Background: an optimization exercise with open tools, aiming at small area, a short achievable clock period and few clock cycles. Do not read the settings as production practice.
Power figures rest on the tool's default switching activity, not on a simulated workload.

==> run a <==
==> flow/design.v <==
module blind_frame_rx (
    input  wire       clk,
    input  wire       rst,         
    input  wire       in_valid,
    input  wire [7:0] in_data,
    output reg        in_ready,
    output reg        evt_valid,
    output reg  [1:0] evt_code,    
    output reg  [7:0] evt_arg0,
    output reg  [7:0] evt_arg1,
    output reg        pay_valid,
    output reg  [7:0] pay_data,
    output reg        pay_last,
    input  wire       pay_ready
);
    localparam [1:0] EV_NOISE    = 2'd0;
    localparam [1:0] EV_OVERFLOW = 2'd1;
    localparam [1:0] EV_FRAME    = 2'd2;
    localparam [1:0] EV_CRC_ERR  = 2'd3;
    localparam K  = 5;                  
    localparam NT = 256 >> K;
    function [7:0] crc8_step;
        input [7:0] a;
        input [7:0] b;
        integer i;
        reg [7:0] c;
        begin
            c = a ^ b;
            for (i = 0; i < 8; i = i + 1)
                c = c[7] ? ((c << 1) ^ 8'h07) : (c << 1);
            crc8_step = c;
        end
    endfunction
    reg       a_v, b_v;
    reg [7:0] a_d, b_d;
    wire      push = in_valid && in_ready;
    wire      pop;
    always @(posedge clk) begin
        if (rst) begin
            a_v      <= 1'b0;
            b_v      <= 1'b0;
            in_ready <= 1'b1;
        end else begin
            if (!a_v || pop) begin
                a_v      <= b_v || push;
                b_v      <= 1'b0;
                in_ready <= 1'b1;
            end else if (push) begin
                b_v      <= 1'b1;
                in_ready <= 1'b0;
            end
        end
    end
    always @(posedge clk) begin
        if (!a_v || pop)
            a_d <= b_v ? b_d : in_data;
        if (in_ready)
            b_d <= in_data;
    end
    reg  [7:0] ring [0:255];
    reg  [7:0] wd, rd, fsd;             
    wire [NT-1:0] wsel;
    reg  [7:0] wdata;
    genvar g;
    generate
        for (g = 0; g < 256; g = g + 1) begin : st
            if ((g % (1 << K)) == 1) begin : wt
                always @(posedge clk)
                    ring[g] <= wsel[g >> K] ? wdata : ring[g - 1];
            end else begin : sh
                always @(posedge clk)
                    ring[g] <= ring[(g + 255) % 256];
            end
        end
    endgenerate
    localparam S0 = 0, S1 = 1, S2 = 2, SP = 3, SE = 4, SO = 5;
    reg  [5:0] s;                       
    reg  [8:0] w, c, fs, r;             
    reg  [7:0] k;                       
    reg        k1;                      
    reg        big;                     
    reg  [7:0] len, id, crc;
    reg  [7:0] rem;                     
    reg        rem0, rem1;              
    reg        sp_v;                    
    wire       w_al    = (wd[K-1:0] == 0);
    wire       full    = (w[7:0] == r[7:0]) && (w[8] != r[8]);
    wire       avail   = (r != c);
    wire       r_al    = (rd[K-1:0] == 0);
    wire       consume = r_al && avail && (rem0 || !sp_v);
    assign     pop     = a_v && w_al && (!full || consume);
    wire [7-K:0] wtap = wd[7:K];
    genvar j;
    generate
        for (j = 0; j < NT; j = j + 1) begin : ws
            assign wsel[j] = pop && (wtap == j);
        end
    endgenerate
    wire [7:0] b        = a_d;
    wire       is_aa    = (b == 8'hAA);
    wire       len_big  = (b[7:2] == 6'h3f) && (b[1:0] != 2'b00);
    wire       crc_ok   = (crc == b);
    wire       commit   = s[S0] || s[S1] || (s[S2] && len_big) || (s[SP] && big) ||
                          (s[SE] && crc_ok) || s[SO];
    wire       rewind   = s[SE] && !crc_ok;
    always @(*) begin
        wdata = 8'h00;
        if ((s[S2] && !len_big) || (s[SP] && !big))
            wdata = b;
    end
    always @(posedge clk) begin
        evt_code <= s[SE] ? (crc_ok ? EV_FRAME : EV_CRC_ERR) :
                    s[SO] ? EV_OVERFLOW : EV_NOISE;
        evt_arg0 <= s[SE] ? (crc_ok ? id : crc) : b;
        evt_arg1 <= s[SE] ? (crc_ok ? len : b) : 8'h00;
        if (pop) begin
            if (s[S1]) id <= b;
            if (s[S2]) len <= b;
            if (s[S1])
                crc <= crc8_step(8'h00, b);
            else if (s[S2] || (s[SP] && !big))
                crc <= crc8_step(crc, b);
        end
    end
    always @(posedge clk) begin
        if (rst) begin
            s         <= 6'b000001;
            w         <= 9'd0;
            c         <= 9'd0;
            fs        <= 9'd0;
            wd        <= 8'd0;
            fsd       <= 8'd0;
            big       <= 1'b0;
            k         <= 8'd0;
            k1        <= 1'b0;
            evt_valid <= 1'b0;
        end else begin
            evt_valid <= pop && ((s[S0] && !is_aa) || s[SE] || s[SO]);
            fsd       <= fsd + 8'd1;
            if (!pop) begin
                wd <= wd + 8'd1;
            end else begin
                w <= w + 9'd1;
                if (commit) c <= w + 9'd1;
                if (rewind) begin
                    w  <= fs;
                    wd <= fsd + 8'd1;
                end
                s <= 6'b0;
                if (s[S0]) s[is_aa ? S1 : S0] <= 1'b1;
                if (s[S1]) s[S2] <= 1'b1;
                if (s[S2]) begin
                    fs  <= w;
                    fsd <= wd + 8'd1;
                    big <= len_big;
                    k   <= len_big ? 8'd253 : b;
                    k1  <= (b == 8'd1);
                    s[(b == 8'd0) ? SE : SP] <= 1'b1;
                end
                if (s[SP]) begin
                    k  <= k - 8'd1;
                    k1 <= (k == 8'd2);
                    s[!k1 ? SP : big ? SO : SE] <= 1'b1;
                end
                if (s[SE] || s[SO]) s[S0] <= 1'b1;
            end
        end
    end
    wire [7-K:0] rtap  = rd[7:K];
    wire [7:0]   rdata = ring[{rtap, {K{1'b0}}}];
    wire         main_free = !pay_valid || pay_ready;
    reg  [7:0]   sp_d;
    reg          sp_l;
    always @(posedge clk) begin
        if (rst) begin
            r    <= 9'd0;
            rd   <= 8'd0;
            rem  <= 8'd0;
            rem0 <= 1'b1;
            rem1 <= 1'b0;
        end else if (consume) begin
            r <= r + 9'd1;
            if (rem0) begin
                rem  <= rdata;
                rem0 <= (rdata == 8'd0);
                rem1 <= (rdata == 8'd1);
            end else begin
                rem  <= rem - 8'd1;
                rem0 <= rem1;
                rem1 <= (rem == 8'd2);
            end
        end else begin
            rd <= rd + 8'd1;
        end
    end
    wire out_push = consume && !rem0;
    always @(posedge clk) begin
        if (rst) begin
            pay_valid <= 1'b0;
            sp_v      <= 1'b0;
        end else begin
            if (main_free) begin
                pay_valid <= sp_v || out_push;
                sp_v      <= 1'b0;
            end else if (out_push) begin
                sp_v      <= 1'b1;
            end
        end
    end
    always @(posedge clk) begin
        if (main_free) begin
            pay_data <= sp_v ? sp_d : rdata;
            pay_last <= sp_v ? sp_l : rem1;
        end
        if (!sp_v) begin
            sp_d <= rdata;
            sp_l <= rem1;
        end
    end
endmodule
==> flow/run.sh <==
#!/bin/bash
# synth_recipe.tcl (not shown) runs the flow's synth.tcl, then flattens the netlist and writes it again
# the make line also repeats each setting of config.mk as NAME=value (left out here)
make -C /OpenROAD-flow-scripts/flow DESIGN_CONFIG=/design/flow/config.mk WORK_HOME=/design/flow/orfs CLKGATE_MAP_FILE= SYNTH_SCRIPT=/design/flow/synth_recipe.tcl finish
==> flow/config.mk <==
export PLATFORM = sky130hd
export DESIGN_NAME = blind_frame_rx
export DESIGN_NICKNAME = blind_frame_rx
export VERILOG_FILES = /design/flow/design.v
export SDC_FILE = /design/flow/constraint.sdc
export NUM_CORES = 4
export LEC_CHECK = 0
export ABC_CLOCK_PERIOD_IN_PS = 2500
export CAP_MARGIN = 20
export CORE_MARGIN = 2
export CORE_UTILIZATION = 40
export SETUP_SLACK_MARGIN = 5
export SLEW_MARGIN = 20
==> flow/constraint.sdc <==
create_clock -name core_clock -period 9.0 [get_ports {clk}]
set_input_delay 1.8000 -clock core_clock [delete_from_list [all_inputs] [get_ports {clk}]]
set_output_delay 1.8000 -clock core_clock [all_outputs]
set_load 0.01 [all_outputs]
==> run b (differences from run a) <==
--- a/flow/design.v
+++ b/flow/design.v
@@ -84,9 +84,13 @@
     reg        rem0, rem1;              
     reg        sp_v;                    
+    reg  [8:0] bq;                      
+    reg        bq_v;
+    reg        skip;                    
     wire       w_al    = (wd[K-1:0] == 0);
     wire       full    = (w[7:0] == r[7:0]) && (w[8] != r[8]);
     wire       avail   = (r != c);
     wire       r_al    = (rd[K-1:0] == 0);
-    wire       consume = r_al && avail && (rem0 || !sp_v);
+    wire       consume = r_al && avail && (rem0 || skip || !sp_v);
+    wire       idle    = !a_v && s[S0] && (r == w);
     assign     pop     = a_v && w_al && (!full || consume);
     wire [7-K:0] wtap = wd[7:K];
@@ -101,7 +105,8 @@
     wire       len_big  = (b[7:2] == 6'h3f) && (b[1:0] != 2'b00);
     wire       crc_ok   = (crc == b);
+    wire       mark     = s[SE] && !crc_ok && !bq_v && (len != 8'd0);
     wire       commit   = s[S0] || s[S1] || (s[S2] && len_big) || (s[SP] && big) ||
-                          (s[SE] && crc_ok) || s[SO];
-    wire       rewind   = s[SE] && !crc_ok;
+                          (s[SE] && (crc_ok || len == 8'd0)) || mark || s[SO];
+    wire       rewind   = s[SE] && !crc_ok && !commit;
     always @(*) begin
         wdata = 8'h00;
@@ -137,7 +142,11 @@
         end else begin
             evt_valid <= pop && ((s[S0] && !is_aa) || s[SE] || s[SO]);
+            if (idle) c <= w + 9'd1;
             fsd       <= fsd + 8'd1;
             if (!pop) begin
-                wd <= wd + 8'd1;
+                if (idle)
+                    w <= w + 9'd1;
+                else
+                    wd <= wd + 8'd1;
             end else begin
                 w <= w + 9'd1;
@@ -179,7 +188,11 @@
             rem0 <= 1'b1;
             rem1 <= 1'b0;
+            skip <= 1'b0;
+        end else if (idle) begin
+            r <= r + 9'd1;
         end else if (consume) begin
             r <= r + 9'd1;
             if (rem0) begin
+                skip <= bq_v && (bq == r);
                 rem  <= rdata;
                 rem0 <= (rdata == 8'd0);
@@ -194,5 +207,17 @@
         end
     end
-    wire out_push = consume && !rem0;
+    wire out_push = consume && !rem0 && !skip;
+    always @(posedge clk) begin
+        if (rst) begin
+            bq_v <= 1'b0;
+        end else begin
+            if (consume && rem0 && bq == r)
+                bq_v <= 1'b0;
+            if (pop && mark) begin
+                bq_v <= 1'b1;
+                bq   <= fs;
+            end
+        end
+    end
     always @(posedge clk) begin
         if (rst) begin
==> flow/flow/run.sh (new file) <==
#!/bin/bash
set -euo pipefail
bash standard.sh \
    "BUFFER_PORTS_ARGS=-buffer_cell sky130_fd_sc_hd__buf_4" \
    SETUP_SLACK_MARGIN=6 \
    finish > make_finish.log 2>&1
==> flow/standard.sh (new file) <==
#!/bin/bash
# synth_recipe.tcl (not shown) runs the flow's synth.tcl, then flattens the netlist and writes it again
# the make line also repeats each setting of config.mk as NAME=value (left out here)
make -C /OpenROAD-flow-scripts/flow DESIGN_CONFIG=/design/flow/config.mk WORK_HOME=/design/flow/orfs CLKGATE_MAP_FILE= SYNTH_SCRIPT=/design/flow/synth_recipe.tcl "${@:-finish}"
- CORE_UTILIZATION: 40 -> 55
- SETUP_SLACK_MARGIN: 5 -> unset
removed: flow/run.sh
==> run c (differences from run a) <==
--- a/flow/design.v
+++ b/flow/design.v
@@ -18,6 +18,8 @@
     localparam [1:0] EV_FRAME    = 2'd2;
     localparam [1:0] EV_CRC_ERR  = 2'd3;
-    localparam K  = 5;                  
-    localparam NT = 256 >> K;
+    localparam KW = 8;                  
+    localparam KR = 8;                  
+    localparam NW = 256 >> KW;
+    localparam NR = 256 >> KR;
     function [7:0] crc8_step;
         input [7:0] a;
@@ -59,13 +61,12 @@
     end
     reg  [7:0] ring [0:255];
-    reg  [7:0] wd, rd, fsd;             
-    wire [NT-1:0] wsel;
+    wire [NW-1:0] wsel;
     reg  [7:0] wdata;
     genvar g;
     generate
         for (g = 0; g < 256; g = g + 1) begin : st
-            if ((g % (1 << K)) == 1) begin : wt
+            if ((g % (1 << KW)) == 1) begin : wt
                 always @(posedge clk)
-                    ring[g] <= wsel[g >> K] ? wdata : ring[g - 1];
+                    ring[g] <= wsel[g >> KW] ? wdata : ring[g - 1];
             end else begin : sh
                 always @(posedge clk)
@@ -76,5 +77,9 @@
     localparam S0 = 0, S1 = 1, S2 = 2, SP = 3, SE = 4, SO = 5;
     reg  [5:0] s;                       
-    reg  [8:0] w, c, fs, r;             
+    reg  [7:0] wd, rd, fsd;             
+    reg  [7:0] bqd0, bqd1;              
+    reg  [8:0] occ;                     
+    reg  [8:0] ac;                      
+    reg        w_al, r_al;              
     reg  [7:0] k;                       
     reg        k1;                      
@@ -83,16 +88,19 @@
     reg  [7:0] rem;                     
     reg        rem0, rem1;              
+    reg        skip;                    
+    reg        bq_v0, bq_v1;            
     reg        sp_v;                    
-    wire       w_al    = (wd[K-1:0] == 0);
-    wire       full    = (w[7:0] == r[7:0]) && (w[8] != r[8]);
-    wire       avail   = (r != c);
-    wire       r_al    = (rd[K-1:0] == 0);
-    wire       consume = r_al && avail && (rem0 || !sp_v);
-    assign     pop     = a_v && w_al && (!full || consume);
-    wire [7-K:0] wtap = wd[7:K];
+    wire       consume = r_al && (ac != 9'd0) && (rem0 || skip || !sp_v);
+    assign     pop     = a_v && w_al && (!occ[8] || consume);
+    wire       idle    = !a_v && s[S0] && (occ == 9'd0);
     genvar j;
     generate
-        for (j = 0; j < NT; j = j + 1) begin : ws
-            assign wsel[j] = pop && (wtap == j);
+        if (NW == 1) begin : ws1
+            assign wsel = pop;
+        end else begin : wsn
+            wire [7-KW:0] wtap = wd[7:KW];
+            for (j = 0; j < NW; j = j + 1) begin : ws
+                assign wsel[j] = pop && (wtap == j);
+            end
         end
     endgenerate
@@ -101,7 +109,10 @@
     wire       len_big  = (b[7:2] == 6'h3f) && (b[1:0] != 2'b00);
     wire       crc_ok   = (crc == b);
+    wire       mark     = s[SE] && !crc_ok && !bq_v1 && (len != 8'd0);
     wire       commit   = s[S0] || s[S1] || (s[S2] && len_big) || (s[SP] && big) ||
-                          (s[SE] && crc_ok) || s[SO];
-    wire       rewind   = s[SE] && !crc_ok;
+                          (s[SE] && (crc_ok || len == 8'd0)) || mark || s[SO];
+    wire       rewind   = s[SE] && !crc_ok && !commit;
+    wire       bq_at    = bq_v0 && (bqd0 == rd);
+    wire       bq_hit   = consume && rem0 && bq_at;
     always @(*) begin
         wdata = 8'h00;
@@ -122,35 +133,56 @@
                 crc <= crc8_step(crc, b);
         end
+        fsd <= (pop && s[S2]) ? wd + 8'd1 : fsd + 8'd1;
+        bqd0 <= (bq_hit ? bqd1 : bqd0) + 8'd1;
+        bqd1 <= bqd1 + 8'd1;
+        if (pop && mark) begin
+            if (bq_hit ? !bq_v1 : !bq_v0)
+                bqd0 <= fsd + 8'd1;
+            else
+                bqd1 <= fsd + 8'd1;
+        end
     end
     always @(posedge clk) begin
         if (rst) begin
             s         <= 6'b000001;
-            w         <= 9'd0;
-            c         <= 9'd0;
-            fs        <= 9'd0;
             wd        <= 8'd0;
-            fsd       <= 8'd0;
+            rd        <= 8'd0;
+            occ       <= 9'd0;
+            ac        <= 9'd0;
+            w_al      <= 1'b1;
+            r_al      <= 1'b1;
             big       <= 1'b0;
             k         <= 8'd0;
             k1        <= 1'b0;
+            bq_v0     <= 1'b0;
+            bq_v1     <= 1'b0;
             evt_valid <= 1'b0;
         end else begin
             evt_valid <= pop && ((s[S0] && !is_aa) || s[SE] || s[SO]);
-            fsd       <= fsd + 8'd1;
-            if (!pop) begin
-                wd <= wd + 8'd1;
-            end else begin
-                w <= w + 9'd1;
-                if (commit) c <= w + 9'd1;
-                if (rewind) begin
-                    w  <= fs;
-                    wd <= fsd + 8'd1;
-                end
+            if (!idle) begin
+                wd <= (pop && !rewind) ? wd : (pop ? fsd : wd) + 8'd1;
+                rd <= consume ? rd : rd + 8'd1;
+            end
+            w_al <= pop ? (!rewind || (fsd[KW-1:0] == {KW{1'b1}})) :
+                    idle ? w_al : (wd[KW-1:0] == {KW{1'b1}});
+            r_al <= consume ? 1'b1 :
+                    idle ? r_al : (rd[KR-1:0] == {KR{1'b1}});
+            occ <= (pop ? (rewind ? {1'b0, rd - fsd} : occ + 9'd1) : occ) - {8'd0, consume};
+            ac  <= ((pop && commit) ? occ + 9'd1 : ac) - {8'd0, consume};
+            if (bq_hit) begin
+                bq_v0 <= bq_v1;
+                bq_v1 <= 1'b0;
+            end
+            if (pop && mark) begin
+                if (bq_hit ? !bq_v1 : !bq_v0)
+                    bq_v0 <= 1'b1;
+                else
+                    bq_v1 <= 1'b1;
+            end
+            if (pop) begin
                 s <= 6'b0;
                 if (s[S0]) s[is_aa ? S1 : S0] <= 1'b1;
                 if (s[S1]) s[S2] <= 1'b1;
                 if (s[S2]) begin
-                    fs  <= w;
-                    fsd <= wd + 8'd1;
                     big <= len_big;
                     k   <= len_big ? 8'd253 : b;
@@ -167,19 +199,22 @@
         end
     end
-    wire [7-K:0] rtap  = rd[7:K];
-    wire [7:0]   rdata = ring[{rtap, {K{1'b0}}}];
-    wire         main_free = !pay_valid || pay_ready;
-    reg  [7:0]   sp_d;
-    reg          sp_l;
-    always @(posedge clk) begin
-        if (rst) begin
-            r    <= 9'd0;
-            rd   <= 8'd0;
+    wire [7:0]    rdata;
+    generate
+        if (NR == 1) begin : rs1
+            assign rdata = ring[0];
+        end else begin : rsn
+            wire [7-KR:0] rtap = rd[7:KR];
+            assign rdata = ring[{rtap, {KR{1'b0}}}];
+        end
+    endgenerate
+    always @(posedge clk) begin
+        if (rst) begin
             rem  <= 8'd0;
             rem0 <= 1'b1;
             rem1 <= 1'b0;
+            skip <= 1'b0;
         end else if (consume) begin
-            r <= r + 9'd1;
             if (rem0) begin
+                skip <= bq_at;
                 rem  <= rdata;
                 rem0 <= (rdata == 8'd0);
@@ -190,9 +225,10 @@
                 rem1 <= (rem == 8'd2);
             end
-        end else begin
-            rd <= rd + 8'd1;
-        end
-    end
-    wire out_push = consume && !rem0;
+        end
+    end
+    wire       main_free = !pay_valid || pay_ready;
+    wire       out_push  = consume && !rem0 && !skip;
+    reg  [7:0] sp_d;
+    reg        sp_l;
     always @(posedge clk) begin
         if (rst) begin
==> flow/flow/run.sh (new file) <==
#!/bin/bash
set -euo pipefail
bash standard.sh \
    "BUFFER_PORTS_ARGS=-buffer_cell sky130_fd_sc_hd__buf_4" \
    SETUP_SLACK_MARGIN=6 \
    finish > make_finish.log 2>&1
==> flow/standard.sh (new file) <==
#!/bin/bash
# synth_recipe.tcl (not shown) runs the flow's synth.tcl, then flattens the netlist and writes it again
# the make line also repeats each setting of config.mk as NAME=value (left out here)
make -C /OpenROAD-flow-scripts/flow DESIGN_CONFIG=/design/flow/config.mk WORK_HOME=/design/flow/orfs CLKGATE_MAP_FILE= SYNTH_SCRIPT=/design/flow/synth_recipe.tcl "${@:-finish}"
- CORE_UTILIZATION: 40 -> 55
- CTS_CLUSTER_DIAMETER: unset -> 60
- CTS_CLUSTER_SIZE: unset -> 30
- SETUP_SLACK_MARGIN: 5 -> unset
removed: flow/run.sh
==> metrics.md <==
| Metric | Value |
|---|---|
| Number of antenna violations at the first check in global routing | 11 |
| Leak | 23.0 nW |
| Die Y | 359 um |
| Sequential Area | 44900 sq um |
| # Post-CTS Setup Buffers | 0 |
| EDFF count, synth | 49 |
| Status | timing/DRC/antenna clean |
# the run above: run a

==> metrics.md <==
| Metric | Value |
|---|---|
| # Post-CTS Setup Buffers | 46 |
| Die Y | 306 um |
| EDFF count, synth | 49 |
| Status | timing/DRC/antenna clean |
# the run above: run c

==> metrics.md <==
| Metric | Value |
|---|---|
| Status | timing/DRC/antenna clean |
| # Post-CTS Setup Buffers | 14 |
| Leak | 23.8 nW |
| Die Y | 309 um |
# the run above: run b

No run of this note included a check of the RTL's function; only the layout flow was run.

## port drivers added, routing unchanged
The results above use ideal ports. As a check the final layouts listed here were re-extracted and re-timed, cells and wires unchanged.
Step 1, drivers: a clkbuf_16 drives clk and a buf_2 each remaining input, both assumed.
Step 2 also shifts input and output timing later by t, the mid clock arrival at the registers, as if the neighbouring blocks saw the same clock.
a / b / c = ideal / step 1 / step 2; a / b = the first two.
run | shift t [ns] | setup slack, ns | worst register clock-pin slew, ns
run a | 0.824 | 5.181 / 5.114 / 5.745 | 0.07 / 0.07
run b | 0.810 | 5.939 / 5.876 / 5.601 | 0.07 / 0.07
run c | 0.756 | 5.788 / 5.788 / 5.788 | 0.10 / 0.10
After both steps every run listed still meets setup and hold. For run b, which loses most, drivers alone change the setup slack by -0.063 ns; drivers and shift together by -0.338 ns.
